Context: an optimization exercise on an open-source flow, tuned for small area. The choices shown serve that exercise and are no tape-out recipe.
The RTL was checked by simulation tests, not by an equivalence proof against the original design.
No activity file was given, so power comes from the tool's default toggle rates.

==> inputs of trial 97 <==
## ddsblk
module ddsblk (
    input  wire        clk,
    input  wire        reset,       
    input  wire        req_valid,
    input  wire [31:0] req_freq,    
    input  wire [63:0] req_phase,   
    output wire        ready,
    input  wire        busy,
    output wire        tx_valid,
    output reg  [7:0]  tx_data,
    output reg         tx_eof,
    output wire        bus_wo,      
    output wire [2:0]  cs,
    output wire        dds_rst,
    output wire        dds_sleep,
    output wire        bufsel
);
==> module ddsblk, before the edit <==
module ddsblk (
    input  wire        clk,
    input  wire        reset,       
    input  wire        req_valid,
    input  wire [31:0] req_freq,    
    input  wire [63:0] req_phase,   
    output wire        ready,
    input  wire        busy,
    output wire        tx_valid,
    output reg  [7:0]  tx_data,
    output reg         tx_eof,
    output wire        bus_wo,      
    output wire [2:0]  cs,
    output wire        dds_rst,
    output wire        dds_sleep,
    output wire        bufsel
);
    localparam [20:0] FDIV = 21'd1171875;         
    localparam [21:0] FADD = 22'd585937;          
    localparam [64:0] PDIV = 65'h1921fb54442d18469;  
    reg        ini;
    reg  [4:0] cnt;
    reg        prg;         
    reg        abuf;        
    reg [26:0] cf;          
    reg [62:0] cp;          
    wire idle = !ini && cnt == 5'd0;
    wire load = idle && req_valid;
    wire same_cur  = req_freq[26:0] == cf && req_phase[62:0] == cp;
    wire same_zero = req_freq[26:0] == 27'd0 && req_phase[62:0] == 63'd0;
    wire noop = prg ? same_cur : same_zero;
    wire [26:0] cf_d = load ? req_freq[26:0] : cf;
    wire [62:0] cp_d = load ? req_phase[62:0] : cp;
    always @(posedge clk) begin
        cf <= cf_d;
        cp <= cp_d;
    end
    always @(posedge clk) begin
        if (reset) begin
            ini  <= 1'b1;
            cnt  <= 5'd0;
            prg  <= 1'b0;
            abuf <= 1'b0;
        end else if (ini) begin
            if (cnt == 5'd24) begin
                ini <= 1'b0;
                cnt <= 5'd0;
            end else begin
                cnt <= cnt + 5'd1;
            end
        end else begin
            if (cnt == 5'd0) begin
                if (req_valid && !noop) cnt <= 5'd1;
            end else if (cnt == 5'd14 || cnt == 5'd15) begin
                cnt <= busy ? 5'd15 : 5'd16;
            end else if (cnt == 5'd24) begin
                cnt  <= 5'd0;
                abuf <= !abuf;
            end else begin
                cnt <= cnt + 5'd1;
            end
            if (cnt == 5'd2) prg <= 1'b1;
        end
    end
    wire cs_hi = ini ? (cnt == 5'd0)
                     : (cnt == 5'd0 || cnt == 5'd1 || cnt == 5'd16 || cnt == 5'd17);
    assign cs       = {3{cs_hi}};
    assign ready    = idle;
    assign bus_wo   = !ini && cnt >= 5'd4 && cnt <= 5'd16;
    assign tx_valid = ini ? (cnt == 5'd2 || cnt == 5'd3 || (cnt >= 5'd5 && cnt <= 5'd18))
                          : (cnt >= 5'd9 && cnt <= 5'd14);
    assign dds_rst  = ini ? ((cnt >= 5'd4 && cnt <= 5'd18) || cnt == 5'd24)
                          : (!prg || (cnt >= 5'd3 && cnt <= 5'd19));
    assign dds_sleep = ini ? (cnt == 5'd24) : !prg;
    assign bufsel   = abuf ^ (!ini && cnt >= 5'd19);
    reg  [64:0] ps;
    reg  [12:0] pq;
    wire [10:0] pe    = cp_d[62:52];
    wire [11:0] pe_k  = {1'b0, pe} + {7'b0, cnt};
    wire        gate  = pe_k >= 12'd1025;           
    wire        run   = !idle && pe_k >= 12'd1026;   
    wire [64:0] ps_in = run ? ps : {1'b0, 1'b1, cp_d[51:0], 11'd0};
    wire [65:0] pt    = {ps_in, 1'b0};
    wire [66:0] pdif  = {1'b0, pt} - {2'b0, PDIV};
    wire        pbit  = !pdif[66];
    wire        pnew  = pbit && gate;
    always @(posedge clk) begin
        ps <= pbit ? pdif[64:0] : pt[64:0];
        pq <= {pq[11:0], pnew};
    end
    wire [12:0] q4 = {pq[11:0], pnew};
    wire [3:0]  pw_hi = q4[12:9] + {3'd0, &q4[8:0]};
    wire [7:0]  pw_lo = pq[8:1] + {7'd0, pq[0]};
    reg  [20:0] fr;
    reg  [17:0] fq;
    reg  [2:0]  fbits;
    always @(*) begin
        case (cnt)
            5'd3:    fbits = cf[7:5];
            5'd4:    fbits = cf[4:2];
            5'd5:    fbits = {cf[1:0], FADD[21]};
            5'd6:    fbits = FADD[20:18];
            5'd7:    fbits = FADD[17:15];
            5'd8:    fbits = FADD[14:12];
            5'd9:    fbits = FADD[11:9];
            5'd10:   fbits = FADD[8:6];
            5'd11:   fbits = FADD[5:3];
            default: fbits = FADD[2:0];
        endcase
    end
    reg  [20:0] fr_w;
    reg  [2:0]  fnib;
    reg  [22:0] ft;
    integer i;
    always @(*) begin
        fr_w = (cnt == 5'd3) ? {2'b00, cf[26:8]} : fr;
        for (i = 2; i >= 0; i = i - 1) begin
            ft = {1'b0, fr_w, fbits[i]} - {2'b0, FDIV};
            fnib[i] = !ft[22];
            fr_w = fnib[i] ? ft[20:0] : {fr_w[19:0], fbits[i]};
        end
    end
    always @(posedge clk) begin
        fr <= fr_w;
        fq <= {fq[14:0], fnib};
    end
    wire t = !abuf;
    always @(*) begin
        tx_data = 8'h00;
        tx_eof  = 1'b0;
        if (ini) begin
            case (cnt)
                5'd2, 5'd17: tx_data = 8'h23;
                5'd5:        tx_data = 8'h40;
                5'd9:        tx_data = 8'hC0;
                5'd11:       tx_data = 8'h80;
                5'd15:       tx_data = 8'hE0;
                default:     tx_data = 8'h00;
            endcase
            tx_eof = (cnt == 5'd3) || (cnt >= 5'd5 && !cnt[0]);
        end else begin
            case (cnt)
                5'd9:    tx_data = {t, !t, 2'b00, fq[15:12]};
                5'd10:   tx_data = fq[14:7];
                5'd11:   tx_data = fq[9:2];
                5'd12:   tx_data = {fq[4:0], fnib};
                5'd13:   tx_data = {2'b11, t, 1'b0, pw_hi};
                default: tx_data = pw_lo;
            endcase
            tx_eof = !cnt[0];
        end
    end
endmodule
export LEC_CHECK = 0
export CAP_MARGIN = 20
export CORE_MARGIN = 2
export CORE_UTILIZATION = 65
export SLEW_MARGIN = 20
create_clock -name core_clock -period 70.0 [get_ports {clk}]
standard.sh (not shown) runs the stock make flow with config.mk's settings and CLKGATE_MAP_FILE= SYNTH_SCRIPT=/design/flow/synth_recipe.tcl, a recipe that flattens the netlist after the stock synthesis.
==> flow/flow/run.sh <==
#!/bin/bash
# Own layout flow: the standard flow (standard.sh) with three changes:
#  - synthesis runs the standard flow's script, but its abc call maps the logic with an
#    area-oriented ABC script (flow/abc_area.script) and the real clock period,
#    and the full-adder extraction is off (ADDER_MAP_FILE empty);
#  - port buffers are buf_1 cells;
#  - CTS uses clkbuf_8 clusters of at most 16 sinks and no dummy loads.
# Every tool's output goes to flow.log and ORFS's own logs under orfs/.
set -euo pipefail
W=$(pwd)
F=$W/flow
{ head -n 1 "$W/synth_recipe.tcl"; cat "$F/abc_override.tcl"; tail -n +2 "$W/synth_recipe.tcl"; } > "$W/own_synth.tcl"
export OWN_ABC_SCRIPT="$F/abc_area.script"
export OWN_ABC_D=$(awk -v p="$FLOW_PERIOD_NS" 'BEGIN { printf "%d", p * 1000 }')
bash "$W/standard.sh" \
  SYNTH_SCRIPT="$W/own_synth.tcl" \
  ADDER_MAP_FILE= \
  "BUFFER_PORTS_ARGS=-buffer_cell sky130_fd_sc_hd__buf_1" \
  "CTS_ARGS=-sink_clustering_enable -repair_clock_nets -dont_use_dummy_load -buf_list sky130_fd_sc_hd__clkbuf_8 -sink_clustering_size 16 -sink_clustering_max_diameter 80" \
  finish > "$W/flow.log" 2>&1
==> flow/flow/abc_area.script <==
strash
&get -n
&fraig -x
&put
dc2
dc2
strash
rewrite -z
refactor -z
resub -z
dch -f
amap -F 4 -A 10
topo
strash
rewrite -z
refactor -z
resub -z
dch -f
amap -F 4 -A 10
topo
strash
rewrite -z
refactor -z
resub -z
dch -f
amap -F 4 -A 10
topo
strash
rewrite -z
refactor -z
resub -z
dch -f
amap -F 4 -A 10
topo
strash
rewrite -z
refactor -z
resub -z
dch -f
amap -F 4 -A 10
topo
==> flow/flow/abc_override.tcl <==
# Map logic with an area-oriented ABC script and the real clock period (in ps) as
# the delay target; register mapping and everything else stay the standard flow's.
proc abc {args} {
  set i [lsearch -exact $args -script]
  if {$i >= 0} { set args [lreplace $args $i [expr {$i + 1}]] }
  set j [lsearch -exact $args -D]
  if {$j >= 0} { set args [lreplace $args $j [expr {$j + 1}]] }
  yosys abc -script $::env(OWN_ABC_SCRIPT) -D $::env(OWN_ABC_D) {*}$args
}
==> trial 7: changes against trial 97 <==
--- a/flow/design.v
+++ b/flow/design.v
@@ -77,7 +77,7 @@
     reg  [12:0] pq;
+    reg         pg;         
     wire [10:0] pe    = cp_d[62:52];
     wire [11:0] pe_k  = {1'b0, pe} + {7'b0, cnt};
-    wire        gate  = pe_k >= 12'd1025;           
-    wire        run   = !idle && pe_k >= 12'd1026;   
-    wire [64:0] ps_in = run ? ps : {1'b0, 1'b1, cp_d[51:0], 11'd0};
+    wire        gate  = pe_k >= 12'd1025;
+    wire [64:0] ps_in = (pg && !idle) ? ps : {1'b0, 1'b1, cp_d[51:0], 11'd0};
     wire [65:0] pt    = {ps_in, 1'b0};
@@ -89,2 +89,3 @@
         pq <= {pq[11:0], pnew};
+        pg <= gate;
     end
==> flow/flow/run.sh (replaced) <==
#!/bin/bash
# Own layout flow: the standard flow (standard.sh), with
#  - synthesis: the standard flow's script, but logic mapped by an area-oriented ABC script
#    (no buffering or upsizing) and no full-adder extraction;
#  - port buffers of buf_1 instead of the default buffer;
#  - CTS without dummy loads, with clkbuf_8 buffers.
set -euo pipefail
W=$(pwd)
F=$W/flow
{ head -n 1 "$W/synth_recipe.tcl"; cat "$F/abc_override.tcl"; tail -n +2 "$W/synth_recipe.tcl"; } > "$W/own_synth.tcl"
export OWN_ABC_SCRIPT="$F/abc_area.script"
export OWN_ABC_D=$(awk -v p="$FLOW_PERIOD_NS" 'BEGIN { printf "%d", p * 1000 }')
bash "$W/standard.sh" \
  SYNTH_SCRIPT="$W/own_synth.tcl" \
  ADDER_MAP_FILE= \
  "BUFFER_PORTS_ARGS=-buffer_cell sky130_fd_sc_hd__buf_1" \
  "CTS_ARGS=-sink_clustering_enable -repair_clock_nets -dont_use_dummy_load -buf_list sky130_fd_sc_hd__clkbuf_16 -sink_clustering_size 30 -sink_clustering_max_diameter 150" \
  finish > "$W/flow.log" 2>&1
==> flow/flow/abc_area.script (replaced) <==
strash
&get -n
&fraig -x
&put
dc2
strash
&get -n
&dch -f
&nf -R 1000 {D}
&put
Settings changed: CORE_UTILIZATION 65 to 40.
==> trial 50: changes against trial 97 <==
==> flow/flow/abc_area.script (replaced) <==
strash
&get -n
&fraig -x
&put
dc2
dc2
strash
dch -f
amap -F 4 -A 10
topo
strash
dch -f
amap -F 4 -A 10
topo
strash
dch -f
amap -F 4 -A 10
topo
strash
dch -f
amap -F 4 -A 10
topo
strash
dch -f
amap -F 4 -A 10
topo
==> build 53: changes against trial 97 <==
--- a/flow/design.v
+++ b/flow/design.v
@@ -77,7 +77,7 @@
     reg  [12:0] pq;
+    reg         pg;         
     wire [10:0] pe    = cp_d[62:52];
     wire [11:0] pe_k  = {1'b0, pe} + {7'b0, cnt};
-    wire        gate  = pe_k >= 12'd1025;           
-    wire        run   = !idle && pe_k >= 12'd1026;   
-    wire [64:0] ps_in = run ? ps : {1'b0, 1'b1, cp_d[51:0], 11'd0};
+    wire        gate  = pe_k >= 12'd1025;
+    wire [64:0] ps_in = (pg && !idle) ? ps : {1'b0, 1'b1, cp_d[51:0], 11'd0};
     wire [65:0] pt    = {ps_in, 1'b0};
@@ -89,2 +89,3 @@
         pq <= {pq[11:0], pnew};
+        pg <= gate;
     end
==> flow/run.sh (new file) <==
#!/bin/bash
# synth_recipe.tcl (not shown) runs the flow's synth.tcl, then flattens the netlist and writes it again
# the make line also repeats each setting of config.mk as NAME=value (left out here)
make -C /OpenROAD-flow-scripts/flow DESIGN_CONFIG=/design/flow/config.mk WORK_HOME=/design/flow/orfs CLKGATE_MAP_FILE= SYNTH_SCRIPT=/design/flow/synth_recipe.tcl finish
Settings changed: CORE_UTILIZATION 65 to 60, CTS_BUF_LIST set to sky130_fd_sc_hd__clkbuf_4, CTS_CLUSTER_SIZE set to 30.
removed: flow/flow/run.sh
removed: flow/flow/abc_area.script
removed: flow/flow/abc_override.tcl
removed: flow/standard.sh
==> summary of the runs <==
Against trial 50, the combinational power of trial 97 is higher by 27%.
In trial 97 the hold slack is better than in trial 7, by 0.00059 ns.
Between build 53 and trial 50, the lower flip-flop and latch count is in trial 50 (gap 1).
Final cell count, highest first: build 53, trial 7, trial 50, trial 97.
Global-route usage, highest first: trial 97, trial 50, build 53, trial 7.
Against trial 97, the design area of trial 50 is larger by 0.87%.
Sequential power: trial 97 is larger than trial 50 (about 8%).
Against trial 50, the die area of trial 97 is lower by about 0.8%.

==> what the ideal ports hide <==
Ports are ideal in the flow. The routed layouts listed here were re-timed in OpenROAD. Step 1 assumes that a clkbuf_16 drives the clock port and a buf_2 every other input. Step 2, shift: input delay + t, output delay - t, t = (earliest + latest rising clock arrival at the registers) / 2. This alone moves slack from input paths to output paths. Slacks: ideal / step 1 / step 2; pairs: ideal / step 1.
| run | t, ns | slack for setup (ns) | slew at the worst register clock pin (ns) | pins driven straight from the clock port |
|---|---|---|---|---|
| trial 97 | 0.543 | 30.336 / 30.309 / 30.309 | 0.11 / 0.11 | 1 |
| trial 7 | 0.493 | 35.827 / 35.801 / 35.801 | 0.12 / 0.12 | 1 |
| trial 50 | 0.535 | 29.629 / 29.607 / 29.607 | 0.11 / 0.11 | 1 |
| build 53 | 0.762 | 35.250 / 35.227 / 35.227 | 0.08 / 0.08 | 1 |
After both steps setup and hold are still met in every run listed. For trial 97, which loses most, drivers alone change the setup slack by -0.027 ns; drivers and shift together by -0.027 ns.
